Context: an optimization exercise on an open-source flow, tuned for a short achievable clock period. The choices shown serve that exercise and are no tape-out recipe. At most, simulation tests tie the RTL to the original design; equivalence was not proved. The clock port is modelled as an ideal driver, which makes a skipped or thinned clock tree look cheaper than it is; a real chip needs a root buffer or a tree. Power figures rest on the tool's default switching activity, not on a simulated workload.

==> run E: inputs <==
## ccsds_rx
module ccsds_rx (
    input  wire        clk,
    input  wire        rst,             
    input  wire        in_valid,
    input  wire [7:0]  in_byte,
    input  wire        in_kind,         
    input  wire [8:0]  in_blen,         
    output reg         out_valid,
    output reg  [7:0]  out_byte,
    output reg         out_vc,          
    output reg         done,
    output reg  [1:0]  status,          
    output reg         frame_kind,
    output reg  [8:0]  frame_len,
    output reg  [7:0]  data_len,
    output reg  [15:0] ecf,
    output wire        bp_type,
    output wire [6:0]  bp_apid,
    output wire        bp_ecf_flag,
    output wire [3:0]  tf_tfvn,
    output wire [15:0] tf_scid,
    output wire        tf_sdid,
    output wire [5:0]  tf_vcid,
    output wire [3:0]  tf_mapid,
    output wire        tf_end_flag,
    output wire        tf_bypass,
    output wire        tf_command,
    output wire        tf_ocf,
    output wire [2:0]  tf_vc_length,
    output wire [2:0]  tf_constr_rule,
    output wire [4:0]  tf_protocol_id
);
clock: 4.0 ns
lec_check: 0
abc_clock_period_in_ps: 1100
cap_margin: 20
core_margin: 2
core_utilization: 60
setup_slack_margin: 3.0
slew_margin: 20
tns_end_percent: 100
standard.sh (not shown) runs the stock make flow with config.mk's settings and CLKGATE_MAP_FILE= SYNTH_SCRIPT=/design/flow/synth_recipe.tcl, a recipe that flattens the netlist after the stock synthesis.
==> flow/flow/run.sh <==
#!/bin/bash
# The standard layout (standard.sh), with one change: the clock tree is built
# by flow/clocktree.tcl (run as ORFS's pre-CTS hook) in place of
# clock_tree_synthesis: the clock port drives 4 root inverters, each drives
# 8 leaf inverters, each a compact group of flip-flops, so every flip-flop
# sees the clock through two inversions. All of make's output goes to
# flow_make.log; each ORFS step keeps its own log under orfs/logs.
set -euo pipefail
export PRE_CTS_TCL="$PWD/flow/clocktree.tcl"
export CT_ROOTS=4 CT_LEAVES=32
export CT_ROOT_CELL=sky130_fd_sc_hd__clkinv_16 CT_LEAF_CELL=sky130_fd_sc_hd__clkinv_8
bash standard.sh finish > flow_make.log 2>&1
Other scripts of this flow, unchanged in this note and not shown: flow/flow/clocktree.tcl
==> run Z (differences from run E) <==
--- a/flow/design.v
+++ b/flow/design.v
@@ -121,43 +121,51 @@
     reg        s_v;
     reg [7:0]  s_b;
     reg        s_k;
     reg [8:0]  s_n;
     reg        s_m1a, s_mcf, s_mfc, s_m1d;
     reg        s_bp_short;      
     reg        s_bp_lastn1;     
-    reg [31:0] s_tf_hoh;        
-    reg        s_tf_hz;
+    reg [4:0]  s_tf_hi, s_tf_him1, s_tf_him2;
+    reg        s_tf_hz, s_tf_hz1;
     reg [15:0] s_tf_oh, s_bp_oh;    
-    reg [7:0]  s_bp_hoh;        
+    reg [4:0]  s_bp_hi, s_bp_him1, s_bp_him2;
+    reg        s_bp_hz, s_bp_hz1;
     always @(posedge clk) begin
         s_v         <= in_valid & ~rst;
         s_b         <= in_byte;
         s_k         <= in_kind;
         s_n         <= in_blen;
         s_m1a       <= (in_byte == 8'h1A);
         s_mcf       <= (in_byte == 8'hCF);
         s_mfc       <= (in_byte == 8'hFC);
         s_m1d       <= (in_byte == 8'h1D);
         s_bp_short  <= (in_byte[6:2] == 5'd0) & (in_byte[7] | ~(in_byte[1] & in_byte[0]));
         s_bp_lastn1 <= (in_byte[6:0] == 7'd3) & ~in_byte[7];
-        s_tf_hoh    <= 32'd1 << in_blen[8:4];
+        s_tf_hi     <= in_blen[8:4];
+        s_tf_him1   <= dec5(in_blen[8:4], 2'd1);
+        s_tf_him2   <= dec5(in_blen[8:4], 2'd2);
         s_tf_hz     <= (in_blen[8:4] == 5'd0);
         s_tf_oh     <= 16'd1 << in_blen[3:0];
         s_bp_oh     <= 16'd1 << in_byte[3:0];
-        s_bp_hoh    <= 8'd1 << in_byte[6:4];
+        s_tf_hz1    <= (in_blen[8:4] == 5'd1);
+        s_bp_hi     <= {2'b00, in_byte[6:4]};
+        s_bp_him1   <= dec5({2'b00, in_byte[6:4]}, 2'd1);
+        s_bp_him2   <= dec5({2'b00, in_byte[6:4]}, 2'd2);
+        s_bp_hz     <= (in_byte[6:4] == 3'd0);
+        s_bp_hz1    <= (in_byte[6:4] == 3'd1);
     end
     reg        in_frame;
     reg [1:0]  hunt;            
     reg        first;           
     reg        bp1;             
     reg        lastn;           
     reg        kind;
-    reg [31:0] c_hi;            
-    wire       c_hz = c_hi[0];     
+    reg [4:0]  c_hi, c_him1, c_him2;    
+    reg        c_hz, c_hz1;             
     reg [15:0] c_lo;            
     reg [3:0]  ix_lo;           
     reg [4:0]  ix_hi, ix_hip1, ix_hip2;
     reg [8:0]  pos;             
     wire fb     = s_v & in_frame;
     wire hb     = s_v & ~in_frame;
     wire s_tf_last0  = s_tf_hz & s_tf_oh[1];    
@@ -186,15 +194,19 @@
         ix_hi    <= ((hb | (fb & ix_lo15)) ? (in_frame ? ix_hip1 : 5'd0) : (ix_hi));
         ix_hip1  <= ((hb | (fb & ix_lo15)) ? (in_frame ? ix_hip2 : 5'd1) : (ix_hip1));
         ix_hip2  <= ((hb | (fb & ix_lo15)) ? (in_frame ? inc5(ix_hip2) : 5'd2) : (ix_hip2));
         kind     <= ((fb & first) ? (s_k) : (kind));
         lastn    <= 
 ((fb) ? (first ? (s_k & s_tf_lastn0)                                    : (bp1 ? s_bp_lastn1                                           : (c_hz & (kind ? c_lo[3] : c_lo[4])))) : (lastn));
         c_lo     <= ((fb) ? (first ? s_tf_oh : (bp1 ? s_bp_oh : {c_lo[0], c_lo[15:1]})) : (c_lo));
-        c_hi     <= ((c_load | c_wrap) ? (first ? s_tf_hoh : (bp1 ? {24'd0, s_bp_hoh} : {c_hi[0], c_hi[31:1]})) : (c_hi));
+        c_hi     <= ((c_load | c_wrap) ? (first ? s_tf_hi   : (bp1 ? s_bp_hi   : c_him1)) : (c_hi));
+        c_him1   <= ((c_load | c_wrap) ? (first ? s_tf_him1 : (bp1 ? s_bp_him1 : c_him2)) : (c_him1));
+        c_him2   <= ((c_load | c_wrap) ? (first ? s_tf_him2 : (bp1 ? s_bp_him2 : dec5(c_him2, 2'd1))) : (c_him2));
+        c_hz     <= ((c_load | c_wrap) ? (first ? s_tf_hz   : (bp1 ? s_bp_hz   : c_hz1)) : (c_hz));
+        c_hz1    <= ((c_load | c_wrap) ? (first ? s_tf_hz1  : (bp1 ? s_bp_hz1  : (c_him2 == 5'd0))) : (c_hz1));
     end
     reg        t0_v, t0_fr, t0_last, t0_kind, t0_first;
     reg [7:0]  t0_hsel;         
     reg [3:0]  t0_ixlo;
     reg [4:0]  t0_ixhi;
     reg [8:0]  t0_n;
     reg [7:0]  t0_b;
==> run G (differences from run E) <==
--- a/flow/design.v
+++ b/flow/design.v
@@ -121,43 +121,51 @@
     reg        s_v;
     reg [7:0]  s_b;
     reg        s_k;
     reg [8:0]  s_n;
     reg        s_m1a, s_mcf, s_mfc, s_m1d;
     reg        s_bp_short;      
     reg        s_bp_lastn1;     
-    reg [31:0] s_tf_hoh;        
-    reg        s_tf_hz;
+    reg [4:0]  s_tf_hi, s_tf_him1, s_tf_him2;
+    reg        s_tf_hz, s_tf_hz1;
     reg [15:0] s_tf_oh, s_bp_oh;    
-    reg [7:0]  s_bp_hoh;        
+    reg [4:0]  s_bp_hi, s_bp_him1, s_bp_him2;
+    reg        s_bp_hz, s_bp_hz1;
     always @(posedge clk) begin
         s_v         <= in_valid & ~rst;
         s_b         <= in_byte;
         s_k         <= in_kind;
         s_n         <= in_blen;
         s_m1a       <= (in_byte == 8'h1A);
         s_mcf       <= (in_byte == 8'hCF);
         s_mfc       <= (in_byte == 8'hFC);
         s_m1d       <= (in_byte == 8'h1D);
         s_bp_short  <= (in_byte[6:2] == 5'd0) & (in_byte[7] | ~(in_byte[1] & in_byte[0]));
         s_bp_lastn1 <= (in_byte[6:0] == 7'd3) & ~in_byte[7];
-        s_tf_hoh    <= 32'd1 << in_blen[8:4];
+        s_tf_hi     <= in_blen[8:4];
+        s_tf_him1   <= dec5(in_blen[8:4], 2'd1);
+        s_tf_him2   <= dec5(in_blen[8:4], 2'd2);
         s_tf_hz     <= (in_blen[8:4] == 5'd0);
         s_tf_oh     <= 16'd1 << in_blen[3:0];
         s_bp_oh     <= 16'd1 << in_byte[3:0];
-        s_bp_hoh    <= 8'd1 << in_byte[6:4];
+        s_tf_hz1    <= (in_blen[8:4] == 5'd1);
+        s_bp_hi     <= {2'b00, in_byte[6:4]};
+        s_bp_him1   <= dec5({2'b00, in_byte[6:4]}, 2'd1);
+        s_bp_him2   <= dec5({2'b00, in_byte[6:4]}, 2'd2);
+        s_bp_hz     <= (in_byte[6:4] == 3'd0);
+        s_bp_hz1    <= (in_byte[6:4] == 3'd1);
     end
     reg        in_frame;
     reg [1:0]  hunt;            
     reg        first;           
     reg        bp1;             
     reg        lastn;           
     reg        kind;
-    reg [31:0] c_hi;            
-    wire       c_hz = c_hi[0];     
+    reg [4:0]  c_hi, c_him1, c_him2;    
+    reg        c_hz, c_hz1;             
     reg [15:0] c_lo;            
     reg [3:0]  ix_lo;           
     reg [4:0]  ix_hi, ix_hip1, ix_hip2;
     reg [8:0]  pos;             
     wire fb     = s_v & in_frame;
     wire hb     = s_v & ~in_frame;
     wire s_tf_last0  = s_tf_hz & s_tf_oh[1];    
@@ -186,15 +194,19 @@
         ix_hi    <= ((hb | (fb & ix_lo15)) ? (in_frame ? ix_hip1 : 5'd0) : (ix_hi));
         ix_hip1  <= ((hb | (fb & ix_lo15)) ? (in_frame ? ix_hip2 : 5'd1) : (ix_hip1));
         ix_hip2  <= ((hb | (fb & ix_lo15)) ? (in_frame ? inc5(ix_hip2) : 5'd2) : (ix_hip2));
         kind     <= ((fb & first) ? (s_k) : (kind));
         lastn    <= 
 ((fb) ? (first ? (s_k & s_tf_lastn0)                                    : (bp1 ? s_bp_lastn1                                           : (c_hz & (kind ? c_lo[3] : c_lo[4])))) : (lastn));
         c_lo     <= ((fb) ? (first ? s_tf_oh : (bp1 ? s_bp_oh : {c_lo[0], c_lo[15:1]})) : (c_lo));
-        c_hi     <= ((c_load | c_wrap) ? (first ? s_tf_hoh : (bp1 ? {24'd0, s_bp_hoh} : {c_hi[0], c_hi[31:1]})) : (c_hi));
+        c_hi     <= ((c_load | c_wrap) ? (first ? s_tf_hi   : (bp1 ? s_bp_hi   : c_him1)) : (c_hi));
+        c_him1   <= ((c_load | c_wrap) ? (first ? s_tf_him1 : (bp1 ? s_bp_him1 : c_him2)) : (c_him1));
+        c_him2   <= ((c_load | c_wrap) ? (first ? s_tf_him2 : (bp1 ? s_bp_him2 : dec5(c_him2, 2'd1))) : (c_him2));
+        c_hz     <= ((c_load | c_wrap) ? (first ? s_tf_hz   : (bp1 ? s_bp_hz   : c_hz1)) : (c_hz));
+        c_hz1    <= ((c_load | c_wrap) ? (first ? s_tf_hz1  : (bp1 ? s_bp_hz1  : (c_him2 == 5'd0))) : (c_hz1));
     end
     reg        t0_v, t0_fr, t0_last, t0_kind, t0_first;
     reg [7:0]  t0_hsel;         
     reg [3:0]  t0_ixlo;
     reg [4:0]  t0_ixhi;
     reg [8:0]  t0_n;
     reg [7:0]  t0_b;
CORE_UTILIZATION = 70   (was 60)
==> impl_metrics.py <==
metrics = {
    "cells_and_area": {
        "num_antenna_cells": 1,
        "drive_gt1_share_pct": 50.66,
    },
    "routing": {
        "drt_iter0_markers": 747,
    },
    "pwr": {
        "seq_power_share_pct": 68.9,
    },
    "critical_path": {
        "crit_family": "flip-flops",
        "crit_arrival_ns": 0.70,
        "critPathSlowestCell": "dfxtp_2",
    },
    "synthesis": {
        "synthTopCellsByCount": "dfxtp_1 (429), edfxtp_1 (142), nand2_1 (76)",
    },
    "outcome": {
        "outcome": "timing/DRC/antenna clean",
    },
    "sta": {
        "slew_headroom_pct": 60.80,
    },
    "clock_tree": {
        "cts_setup_buffers": 100,
    },
    "floorplanning": {
        "fp-row-count": 61,
        "die_h_um": 172.4,
        "die_w_um": 172.4,
    },
}
Source of the figures above: run Z

==> impl_metrics.py <==
metrics = {
    "floorplanning": {
        "die_h_um": 180.8,
        "fp-row-count": 64,
        "die_w_um": 180.8,
    },
    "critical_path": {
        "path_depth": 5,
        "crit_family": "flip-flops",
        "crit_arrival_ns": 1.52,
        "critPathSlowestCell": "edfxtp_1",
    },
    "cells_and_area": {
        "num_antenna_cells": 0,
        "drive_gt1_share_pct": 43.51,
    },
    "sta": {
        "fin_crit_ns": 1.523,
        "slew_headroom_pct": 64.66,
    },
    "outcome": {
        "outcome": "timing/DRC/antenna clean",
    },
    "synthesis": {
        "synth.avg_cell_area_um2": 13.79,
        "synthTopCellsByCount": "dfxtp_1 (459), edfxtp_1 (167), nor2_1 (89)",
        "netlist_area_um2": 18750,
    },
    "clock_tree": {
        "cts_setup_buffers": 97,
    },
}
Source of the figures above: run E

==> impl_metrics.py <==
metrics = {
    "floorplanning": {
        "fp-row-count": 57,
        "die_w_um": 159.9,
        "die_h_um": 159.9,
    },
    "cells_and_area": {
        "num_antenna_cells": 4,
        "drive_gt1_share_pct": 48.79,
    },
    "pwr": {
        "seq_power_share_pct": 66.2,
    },
    "critical_path": {
        "critPathSlowestCell": "a221o_1",
        "crit_arrival_ns": 2.22,
        "crit_family": "compound AO/OA/AOI/OAI gates",
    },
    "synthesis": {
        "synthTopCellsByCount": "dfxtp_1 (429), edfxtp_1 (142), nand2_1 (76)",
    },
    "sta": {
        "slew_headroom_pct": 49.33,
    },
    "routing": {
        "drt_iter0_markers": 2379,
    },
    "outcome": {
        "outcome": "timing/DRC/antenna clean",
    },
    "clock_tree": {
        "cts_setup_buffers": 102,
    },
}
Source of the figures above: run G

Function not checked in run E: the RTL went through the layout flow alone. No run of this note takes its clock network from TritonCTS; it comes from the design's own scripts or RTL.

-- re-timing with driven ports --
No port has a modelled driver above. Below, the same layouts with a new extraction and two added sets of constraints. Step 1 sets driving cells, clkbuf_16 on the clock port and buf_2 on the other inputs (assumed; they add their load-dependent delay and slew). Step 2, shift: input delay + t, output delay - t, t = (earliest + latest rising clock arrival at the registers) / 2. This alone moves slack from input paths to output paths. a / b / c = ideal / step 1 / step 2; a / b = the first two.
run	shift t [ns]	slack for setup (ns)	hold slack, ns	clock arrival spread, ns	worst slew at a driven data input, ns
run E	0.472	2.477 / 2.233 / 2.222	0.327 / 0.327 / 0.327	0.026 / 0.027	0.15
run Z	0.460	2.504 / 2.265 / 2.359	0.326 / 0.327 / 0.327	0.013 / 0.013	0.07
run G	0.512	1.904 / 1.903 / 1.903	0.329 / 0.330 / 0.330	0.030 / 0.029	0.12
After both steps every run listed still meets setup and hold. The setup slack of run E, which loses most, moves by -0.244 ns with the drivers and by -0.255 ns with both steps.
